Source: an optimization exercise on an open RTL-to-GDS flow (aim: small area, a short achievable clock period and few clock cycles). Production flows keep margins and buffers that such runs may drop. At most, simulation tests tie the RTL to the original design; equivalence was not proved. Power is estimated from default activity; no workload was simulated.

## lep_crc16
module lep_crc16 (
    input  wire        clk,
    input  wire        rst,
    input  wire        host_req,
    input  wire        host_we,
    input  wire [11:0] host_addr,
    input  wire [31:0] host_wdata,
    output wire [31:0] host_rdata,
    output wire        host_ready,
    output wire        mem_re,
    output wire        mem_we,
    output wire [9:0]  mem_addr,
    output reg  [3:0]  mem_be,
    output wire [31:0] mem_wdata,
    input  wire [31:0] mem_rdata
);
    localparam [9:0] R_CMD        = 10'h000;
    localparam [9:0] R_STATUS     = 10'h001;
    localparam [9:0] R_CTRL       = 10'h002;
    localparam [9:0] R_SRC_ADDR   = 10'h003;
    localparam [9:0] R_SRC_LEN    = 10'h004;
    localparam [9:0] R_DST_ADDR   = 10'h005;
    localparam [9:0] R_DST_CAP    = 10'h006;
    localparam [9:0] R_OUT_LEN    = 10'h007;
    localparam [9:0] R_CRC_CFG    = 10'h008;
    localparam [9:0] R_CRC_STATE  = 10'h009;
    localparam [9:0] R_CRC_RESULT = 10'h00A;
    localparam [2:0] OP_NOP     = 3'd0;
    localparam [2:0] OP_INIT    = 3'd1;
    localparam [2:0] OP_UPDATE  = 3'd2;
    localparam [2:0] OP_BYTE    = 3'd3;
    localparam [2:0] OP_COMPUTE = 3'd4;
    localparam [2:0] OP_STORE   = 3'd5;
    localparam [2:0] OP_VERIFY  = 3'd6;
    localparam [2:0] OP_DNP3    = 3'd7;
  ...
For scale: roughly 2800 cells after synthesis, roughly 330 flip-flops, about 160 I/O pins, roughly 24000 sq um of cells after synthesis.
==> flow/config.mk <==
export PLATFORM = sky130hd
export DESIGN_NAME = lep_crc16
export DESIGN_NICKNAME = lep_crc16
export VERILOG_FILES = /design/flow/design.v
export SDC_FILE = /design/flow/constraint.sdc
export NUM_CORES = 4
export LEC_CHECK = 0
export CAP_MARGIN = 20
export CORE_MARGIN = 2
export CORE_UTILIZATION = 55
export CTS_BUF_LIST = sky130_fd_sc_hd__clkbuf_4 sky130_fd_sc_hd__clkbuf_8
export PLACE_DENSITY = 0.7
export SETUP_SLACK_MARGIN = 3.4
export SLEW_MARGIN = 20
==> flow/constraint.sdc <==
create_clock -name core_clock -period 8.0 [get_ports {clk}]
set_input_delay 1.6000 -clock core_clock [delete_from_list [all_inputs] [get_ports {clk}]]
set_output_delay 1.6000 -clock core_clock [all_outputs]
set_load 0.01 [all_outputs]
run.sh (not shown) runs the stock make flow with config.mk's settings and CLKGATE_MAP_FILE= SYNTH_SCRIPT=/design/flow/synth_recipe.tcl, a recipe that flattens the netlist after the stock synthesis.
The first run passed the timing, DRC and antenna checks.
Testbench counts at the start, summed over its fixed seeds: cycles 71,064.
Change:
--- a/flow/design.v
+++ b/flow/design.v
@@ -335,19 +335,21 @@
     wire done_run  = s_run &&
                      ((consumed && wlast && (o_upd || o_cmp)) || vph || flush ||
                       (fin_item && (pp == 2'd2)));
     wire done      = done_exec || done_run;
     assign host_ready = (s_idle && !cmd_write) || done;
     wire src_wr = s_idle && host_req && host_we && (reg_idx == R_SRC_ADDR);
     always @(posedge clk) begin
         rv1 <= rd_now;
         if (rv1) prev <= mem_rdata[31:8];
-        if (s_idle)
+        if (rst)
+            rd_ptr <= 10'd0;
+        else if (s_idle)
             rd_ptr <= cmd_write ? rd_ptr + 10'd1 : src_wr ? host_wdata[11:2] : src_addr[11:2];
         else if (done)
             rd_ptr <= src_addr[11:2];
         else if (rd_now)
             rd_ptr <= rd_ptr + 10'd1;
         if (rst) begin
             s_idle     <= 1'b1;
             s_exec     <= 1'b0;
             s_run      <= 1'b0;
Result: The changed run finished clean; total power went down by 7.7%; clock power went up by about 8%; wire length came out lower by 1.3%; worst hold slack stays flat; area after synthesis hardly moves; die area barely changes; flip-flop and latch count does not change; sequential power barely changes; non-clock buffer count drops by 11; maximum frequency goes down by 3.9%.
Testbench counts after the change, summed over its fixed seeds: cycles 71,064.


Another version of the RTL of lep_crc16 (not shown whole).
Size: ~2,800 cells after synthesis, ~330 flip-flops, ~160 I/O pins, about 24,000 um2 of cells after synthesis.
clock: 8.0 ns
lec_check: 0
cap_margin: 20
core_margin: 2
core_utilization: 55
cts_buf_list: sky130_fd_sc_hd__clkbuf_4 sky130_fd_sc_hd__clkbuf_8
place_density: 0.7
setup_slack_margin: 3.4
slew_margin: 20
==> next run, changes <==
--- a/flow/design.v
+++ b/flow/design.v
@@ -198,37 +198,39 @@
     reg [1:0]  pp;         
     reg [1:0]  st;         
     reg [23:0] ow;         
     reg        crcph;      
     reg        crcfin;     
     reg        flush;      
     reg        vph;        
     wire [9:0] reg_idx   = host_addr[11:2];
     wire       idle      = s_idle;
     wire       cmd_write = host_req && host_we && (reg_idx == R_CMD);
-    wire [10:1] rsel;
-    genvar gi;
-    generate
-        for (gi = 1; gi <= 10; gi = gi + 1) begin : g_rsel
-            assign rsel[gi] = (reg_idx == gi);
-        end
-    endgenerate
-    assign host_rdata = ({32{rsel[1]}}  & {28'd0, status_err}) |
-                        ({32{rsel[2]}}  & {30'd0, ctrl}) |
-                        ({32{rsel[3]}}  & src_addr) |
-                        ({32{rsel[4]}}  & src_len) |
-                        ({32{rsel[5]}}  & dst_addr) |
-                        ({32{rsel[6]}}  & dst_cap) |
-                        ({32{rsel[7]}}  & {19'd0, out_len}) |
-                        ({32{rsel[8]}}  & {30'd0, crc_var}) |
-                        ({32{rsel[9]}}  & {16'd0, crc_c}) |
-                        ({32{rsel[10]}} & {16'd0, crc_result});
+    reg        rsv;
+    wire       addr_hz = (host_addr[11:6] == 6'd0);
+    reg [31:0] rd_lo;
+    always @(*) begin
+        case (host_addr[5:2])
+            4'd1:    rd_lo = {28'd0, status_err};
+            4'd2:    rd_lo = {30'd0, ctrl};
+            4'd3:    rd_lo = src_addr;
+            4'd4:    rd_lo = src_len;
+            4'd5:    rd_lo = dst_addr;
+            4'd6:    rd_lo = dst_cap;
+            4'd7:    rd_lo = {19'd0, out_len};
+            4'd8:    rd_lo = {30'd0, crc_var};
+            4'd9:    rd_lo = {16'd0, crc_c};
+            4'd10:   rd_lo = {16'd0, crc_result};
+            default: rd_lo = 32'd0;
+        endcase
+    end
+    assign host_rdata = rd_lo & {32{!rsv}};
     wire [2:0] d_op     = host_wdata[2:0];
     wire       d_known  = (host_wdata[7:3] == 5'd0);
     wire       d_hasvar = (d_op == OP_INIT) || (d_op == OP_COMPUTE) || (d_op == OP_VERIFY);
     wire       d_badbit = (host_wdata[31:24] != 8'd0) || (host_wdata[15:10] != 6'd0) ||
                           ((d_op != OP_BYTE) && (host_wdata[23:16] != 8'd0)) ||
                           (!d_hasvar && (host_wdata[9:8] != 2'd0));
     wire       d_badvar = d_hasvar && (host_wdata[9:8] == 2'd3);
     wire        src_hz  = (src_addr[31:13] == 19'd0) && (src_len[31:13] == 19'd0);
     wire        dst_hz  = (dst_addr[31:13] == 19'd0) && (dst_cap[31:13] == 19'd0);
     wire [13:0] ssum    = {1'b0, src_addr[12:0]} + {1'b0, src_len[12:0]};
@@ -329,25 +331,26 @@
         mem_be[0] = (st == 2'd0) && (!flush || (pp != 2'd0));
         mem_be[1] = (st <= 2'd1) && (!flush || (pp >= 2'd2));
         mem_be[2] = (st <= 2'd2) && (!flush || (pp == 2'd3));
         mem_be[3] = !flush;
     end
     wire done_exec = s_exec && xdone;
     wire done_run  = s_run &&
                      ((consumed && wlast && (o_upd || o_cmp)) || vph || flush ||
                       (fin_item && (pp == 2'd2)));
     wire done      = done_exec || done_run;
-    assign host_ready = done || (s_idle && (!host_we || (reg_idx != R_CMD)));
+    assign host_ready = done || (s_idle && (host_we ? (reg_idx != R_CMD) : (addr_hz || rsv)));
     wire src_wr = s_idle && host_req && host_we && (reg_idx == R_SRC_ADDR);
     always @(posedge clk) begin
         rv1 <= rd_now;
         if (rv1) prev <= mem_rdata[31:8];
+        rsv <= !rst && s_idle && host_req && !host_we && !addr_hz && !rsv;
         if (rst)
             rd_ptr <= 10'd0;
         else if (s_idle)
             rd_ptr <= cmd_write ? rd_ptr + 10'd1 : src_wr ? host_wdata[11:2] : src_addr[11:2];
         else if (done)
             rd_ptr <= src_addr[11:2];
         else if (rd_now)
             rd_ptr <= rd_ptr + 10'd1;
         if (rst) begin
             s_idle     <= 1'b1;
What happened: The changed run finished with timing, DRC and antenna clean; clock-buffer cell count decreases by 18; die area increases by 0.83%; power decreases by 9.7%; non-clock buffer count increases by 13; design area stays flat; worst hold slack stays flat.
Testbench counts after the change, summed over its fixed seeds: cycles 71,064.
Only the layout flow was run in the first run of this note; the RTL was not checked for function there.


Setup of run 1:
RTL: one of the versions met above, not the one the previous note started from.
Size: about 2800 cells after synthesis, roughly 330 flip-flops, about 160 I/O pins, ~24000 um^2 of cells after synthesis.
Design lep_crc16, start of the top module:
module lep_crc16 (
    input  wire        clk,
    input  wire        rst,
    input  wire        host_req,
    input  wire        host_we,
    input  wire [11:0] host_addr,
    input  wire [31:0] host_wdata,
    output wire [31:0] host_rdata,
    output wire        host_ready,
    output wire        mem_re,
    output wire        mem_we,
    output wire [9:0]  mem_addr,
    output reg  [3:0]  mem_be,
    output wire [31:0] mem_wdata,
    input  wire [31:0] mem_rdata
);
    localparam [9:0] R_CMD        = 10'h000;
    localparam [9:0] R_STATUS     = 10'h001;
    localparam [9:0] R_CTRL       = 10'h002;
    localparam [9:0] R_SRC_ADDR   = 10'h003;
    localparam [9:0] R_SRC_LEN    = 10'h004;
    localparam [9:0] R_DST_ADDR   = 10'h005;
    localparam [9:0] R_DST_CAP    = 10'h006;
    localparam [9:0] R_OUT_LEN    = 10'h007;
    localparam [9:0] R_CRC_CFG    = 10'h008;
    localparam [9:0] R_CRC_STATE  = 10'h009;
    localparam [9:0] R_CRC_RESULT = 10'h00A;
    localparam [2:0] OP_NOP     = 3'd0;
  ...
export LEC_CHECK = 0
export CAP_MARGIN = 20
export CORE_MARGIN = 2
export CORE_UTILIZATION = 55
export CTS_BUF_LIST = sky130_fd_sc_hd__clkbuf_4 sky130_fd_sc_hd__clkbuf_8
export PLACE_DENSITY = 0.65
export SETUP_SLACK_MARGIN = 3.4
export SLEW_MARGIN = 20
create_clock -name core_clock -period 8.0 [get_ports {clk}]
Testbench counts of run 1, summed over its fixed seeds: cycles 71,064.
Inputs modified between run 1 and run 2:
--- a/flow/design.v
+++ b/flow/design.v
@@ -197,39 +197,39 @@
     reg [9:0]  wa;         
     reg [1:0]  pp;         
     reg [1:0]  st;         
     reg [23:0] ow;         
     reg        crcph;      
     reg        crcfin;     
     reg        flush;      
     reg        vph;        
     wire [9:0] reg_idx   = host_addr[11:2];
     wire       idle      = s_idle;
     wire       cmd_write = host_req && host_we && (reg_idx == R_CMD);
-    reg [31:0] rd_lo;
-    always @(*) begin
-        case (host_addr[5:2])
-            4'd1:    rd_lo = {28'd0, status_err};
-            4'd2:    rd_lo = {30'd0, ctrl};
-            4'd3:    rd_lo = src_addr;
-            4'd4:    rd_lo = src_len;
-            4'd5:    rd_lo = dst_addr;
-            4'd6:    rd_lo = dst_cap;
-            4'd7:    rd_lo = {19'd0, out_len};
-            4'd8:    rd_lo = {30'd0, crc_var};
-            4'd9:    rd_lo = {16'd0, crc_c};
-            4'd10:   rd_lo = {16'd0, crc_result};
-            default: rd_lo = 32'd0;
-        endcase
-    end
-    assign host_rdata = rd_lo & {32{host_addr[11:6] == 6'd0}};
+    wire [10:1] rsel;
+    genvar gi;
+    generate
+        for (gi = 1; gi <= 10; gi = gi + 1) begin : g_rsel
+            assign rsel[gi] = (reg_idx == gi);
+        end
+    endgenerate
+    assign host_rdata = ({32{rsel[1]}}  & {28'd0, status_err}) |
+                        ({32{rsel[2]}}  & {30'd0, ctrl}) |
+                        ({32{rsel[3]}}  & src_addr) |
+                        ({32{rsel[4]}}  & src_len) |
+                        ({32{rsel[5]}}  & dst_addr) |
+                        ({32{rsel[6]}}  & dst_cap) |
+                        ({32{rsel[7]}}  & {19'd0, out_len}) |
+                        ({32{rsel[8]}}  & {30'd0, crc_var}) |
+                        ({32{rsel[9]}}  & {16'd0, crc_c}) |
+                        ({32{rsel[10]}} & {16'd0, crc_result});
     wire [2:0] d_op     = host_wdata[2:0];
     wire       d_known  = (host_wdata[7:3] == 5'd0);
     wire       d_hasvar = (d_op == OP_INIT) || (d_op == OP_COMPUTE) || (d_op == OP_VERIFY);
     wire       d_badbit = (host_wdata[31:24] != 8'd0) || (host_wdata[15:10] != 6'd0) ||
                           ((d_op != OP_BYTE) && (host_wdata[23:16] != 8'd0)) ||
                           (!d_hasvar && (host_wdata[9:8] != 2'd0));
     wire       d_badvar = d_hasvar && (host_wdata[9:8] == 2'd3);
     wire        src_hz  = (src_addr[31:13] == 19'd0) && (src_len[31:13] == 19'd0);
     wire        dst_hz  = (dst_addr[31:13] == 19'd0) && (dst_cap[31:13] == 19'd0);
     wire [13:0] ssum    = {1'b0, src_addr[12:0]} + {1'b0, src_len[12:0]};
     wire [13:0] dsum    = {1'b0, dst_addr[12:0]} + {1'b0, dst_cap[12:0]};
@@ -328,23 +328,23 @@
     always @(*) begin
         mem_be[0] = (st == 2'd0) && (!flush || (pp != 2'd0));
         mem_be[1] = (st <= 2'd1) && (!flush || (pp >= 2'd2));
         mem_be[2] = (st <= 2'd2) && (!flush || (pp == 2'd3));
         mem_be[3] = !flush;
     end
     wire done_exec = s_exec && xdone;
     wire done_run  = s_run &&
                      ((consumed && wlast && (o_upd || o_cmp)) || vph || flush ||
                       (fin_item && (pp == 2'd2)));
     wire done      = done_exec || done_run;
-    assign host_ready = (s_idle && !cmd_write) || done;
+    assign host_ready = done || (s_idle && (!host_we || (reg_idx != R_CMD)));
     wire src_wr = s_idle && host_req && host_we && (reg_idx == R_SRC_ADDR);
     always @(posedge clk) begin
         rv1 <= rd_now;
         if (rv1) prev <= mem_rdata[31:8];
         if (rst)
             rd_ptr <= 10'd0;
         else if (s_idle)
             rd_ptr <= cmd_write ? rd_ptr + 10'd1 : src_wr ? host_wdata[11:2] : src_addr[11:2];
         else if (done)
             rd_ptr <= src_addr[11:2];
         else if (rd_now)
==> summary.txt <==
[run 2 vs run 1] fraction of standard cell area in multi-input logic: lower in run 2. Against run 1, the final cell area of run 2 is lower. Across run 1 and run 2, the outcome is the same: a clean finish for every run. Run 2 vs. run 1: post-CTS setup repair buffer count shows an increase of 15, combinational power saw an increase, first-iteration DRC count went down.
No functional check of the RTL was part of run 2.


lep_crc16, a different RTL version from the one above (not shown whole).
For scale: ~2800 cells after synthesis, about 350 flip-flops, ~160 I/O pins, roughly 25000 um^2 of cells after synthesis.
## lep_crc16
module lep_crc16 (
    input  wire        clk,
    input  wire        rst,
    input  wire        host_req,
    input  wire        host_we,
    input  wire [11:0] host_addr,
    input  wire [31:0] host_wdata,
    output wire [31:0] host_rdata,
    output wire        host_ready,
    output wire        mem_re,
    output wire        mem_we,
    output wire [9:0]  mem_addr,
    output reg  [3:0]  mem_be,
    output wire [31:0] mem_wdata,
    input  wire [31:0] mem_rdata
);
export LEC_CHECK = 0
export CAP_MARGIN = 20
export CORE_MARGIN = 2
export CORE_UTILIZATION = 55
export CTS_BUF_LIST = sky130_fd_sc_hd__clkbuf_4 sky130_fd_sc_hd__clkbuf_8
export PLACE_DENSITY = 0.65
export SETUP_SLACK_MARGIN = 3.4
export SLEW_MARGIN = 20
create_clock -name core_clock -period 8.0 [get_ports {clk}]
The first run finished with timing, DRC and antenna clean.
Edit:
--- a/flow/design.v
+++ b/flow/design.v
@@ -233,24 +233,22 @@
     wire       d_badvar = d_hasvar && (host_wdata[9:8] == 2'd3);
     wire        src_hz  = (src_addr[31:13] == 19'd0) && (src_len[31:13] == 19'd0);
     wire        dst_hz  = (dst_addr[31:13] == 19'd0) && (dst_cap[31:13] == 19'd0);
     wire [13:0] ssum    = {1'b0, src_addr[12:0]} + {1'b0, src_len[12:0]};
     wire [13:0] dsum    = {1'b0, dst_addr[12:0]} + {1'b0, dst_cap[12:0]};
     wire        src_ok  = src_hz && (ssum <= 14'd4096);
     wire        src2_ok = src_hz && (ssum <= 14'd4094);
     wire        dst_ok  = dst_hz && (dsum <= 14'd4096);
     wire        cap_lt2 = (dst_cap[31:1] == 31'd0);
     wire        empty   = (src_len == 32'd0);
-    function [12:0] dnp_len(input [12:0] n);
-        dnp_len = n + {3'd0, n[12:4], 1'b0} + {11'd0, (n[3:0] != 4'd0), 1'b0};
-    endfunction
-    reg  [12:0] dnp_m;
+    wire [12:0] dnp_m    = src_len[12:0] + {3'd0, src_len[12:4], 1'b0} +
+                           {11'd0, (src_len[3:0] != 4'd0), 1'b0};
     wire        dnp_fits = (dnp_m <= dst_cap[12:0]);
     wire [3:0] d_err = !d_known ? E_NOT_SUPP : (d_badbit || d_badvar) ? E_INV_ARG : E_OK;
     reg f_src_ok, f_src2_ok, f_dst_ok, f_cap_lt2, f_empty, f_fits;
     always @(posedge clk) begin
         f_src_ok  <= src_ok;
         f_src2_ok <= src2_ok;
         f_dst_ok  <= dst_ok;
         f_cap_lt2 <= cap_lt2;
         f_empty   <= empty;
         f_fits    <= dnp_fits;
@@ -308,22 +306,21 @@
     reg  [31:0] rot;
     always @(*) begin
         case (pp)
             2'd0: rot = item;
             2'd1: rot = {item[23:0], item[31:24]};
             2'd2: rot = {item[15:0], item[31:16]};
             default: rot = {item[7:0], item[31:8]};
         endcase
     end
     wire [3:0]  psum     = {2'b00, pp} + {1'b0, ki};
-    wire        wcomp    = (kw == 3'd4) || ((pp == 2'd3) && (kw != 3'd0)) ||
-                           ((pp == 2'd2) && (kw >= 3'd2)) || ((pp == 2'd1) && (kw == 3'd3));
+    wire        wcomp    = ({2'b00, pp} + {1'b0, kw}) >= 4'd4;
     wire        complete = crcph ? pp[1] : wcomp;
     wire [31:0] merged   = {rot[31:24],
                             (pp <= 2'd2) ? rot[23:16] : ow[23:16],
                             (pp <= 2'd1) ? rot[15:8]  : ow[15:8],
                             (pp == 2'd0) ? rot[7:0]   : ow[7:0]};
     wire        wr_now   = (crcph && pp[1]) || (dcons && wcomp) || flush;
     wire        fin_item = crcph && crcfin;
     wire stall  = o_dnp && wbfin && consumed && formed;
     wire rd_now = !wr_now && !stall;
     assign mem_re    = rd_now;
@@ -361,32 +358,28 @@
             s_run      <= 1'b0;
             status_err <= E_OK;
             ctrl       <= 2'b11;
             src_addr   <= 32'd0;
             src_len    <= 32'd0;
             dst_addr   <= 32'd0;
             dst_cap    <= 32'd0;
             out_len    <= 13'd0;
             crc_var    <= 2'd0;
             crc_c      <= 16'hFFFF;
-            dnp_m      <= 13'd0;
             crcph      <= 1'b0;
             flush      <= 1'b0;
         end else if (s_idle) begin
             if (host_req && host_we) begin
                 case (reg_idx)
                     R_CTRL:      ctrl     <= host_wdata[1:0];
                     R_SRC_ADDR:  src_addr <= host_wdata;
-                    R_SRC_LEN:   begin
-                                     src_len  <= host_wdata;
-                                     dnp_m    <= dnp_len(host_wdata[12:0]);
-                                 end
+                    R_SRC_LEN:   src_len  <= host_wdata;
                     R_DST_ADDR:  dst_addr <= host_wdata;
                     R_DST_CAP:   dst_cap  <= host_wdata;
                     R_CRC_CFG:   if (host_wdata[1:0] != 2'd3) crc_var <= host_wdata[1:0];
                     R_CRC_STATE: crc_c    <= host_wdata[15:0];
                     default: ;
                 endcase
             end
             if (cmd_write) begin
                 s_idle     <= 1'b0;
                 s_exec     <= 1'b1;
The new run went through all stages and came out clean.
Cell area is lower by about 2%.
Critical path depth went down by 1.
Fmax grows by 2.9%.
Clock power drops by about 6%.
Die area came out lower by about 1.3%.
Routed wire length falls by 0.96%.
Register-to-register slack degrades by 0.02 ns.
Sequential share of layout area fell by 0.27 points.
Setup slack improves by 0.14 ns.
Total power goes down by about 9%.
Via count shrinks by about 1.6%.
Hold slack barely changes.
Flip-flop and latch count goes down by 12.
Area after synthesis goes down by about 1.3%.
Testbench counts after the change, summed over its fixed seeds: cycles 71,064.
Function not checked in the first run of this note: the RTL went through the layout flow alone.

[separate check: timing with driven ports]
Ports are ideal in the flow. The routed layouts listed here were re-timed in OpenROAD. Step 1 assumes that a clkbuf_16 drives the clock port and a buf_2 every other input. Step 2 adds t to the input delays and takes it off the output delays; t is the mean of the earliest and latest rising clock arrival at the registers after step 1. Input paths then give back, and output paths get back, about the clock's delay inside the block. Slacks: no drivers / after step 1 / after step 2; pairs: no drivers / after step 1.
| run | t, ns | setup WS [ns] | worst setup path at the end | worst data-port slew with drivers (ns) | cell pins on the clock port's net |
|---|---|---|---|---|---|
| the first run of note 1 | 0.717 | 3.328 / 3.268 / 2.865 | input to register | 0.09 | 1 |
| the second run of note 1 | 0.689 | 3.137 / 3.107 / 3.049 | input to register | 0.10 | 1 |
| the first run of note 2 | 0.712 | 2.740 / 2.706 / 2.706 | input to output | 0.10 | 1 |
| the second run of note 2 | 0.697 | 3.129 / 3.096 / 2.969 | input to register | 0.11 | 1 |
| run 1 | 0.697 | 3.232 / 3.201 / 3.000 | input to register | 0.06 | 1 |
| run 2 | 0.709 | 2.760 / 2.727 / 2.727 | input to output | 0.10 | 1 |
| the first run of note 4 | 0.716 | 3.181 / 3.087 / 2.833 | input to register | 0.09 | 1 |
| the second run of note 4 | 0.702 | 3.318 / 3.248 / 3.029 | input to register | 0.10 | 1 |
After both steps every run listed still meets setup and hold. For the first run of note 1, which loses most, drivers alone change the setup slack by -0.060 ns; drivers and shift together by -0.463 ns.
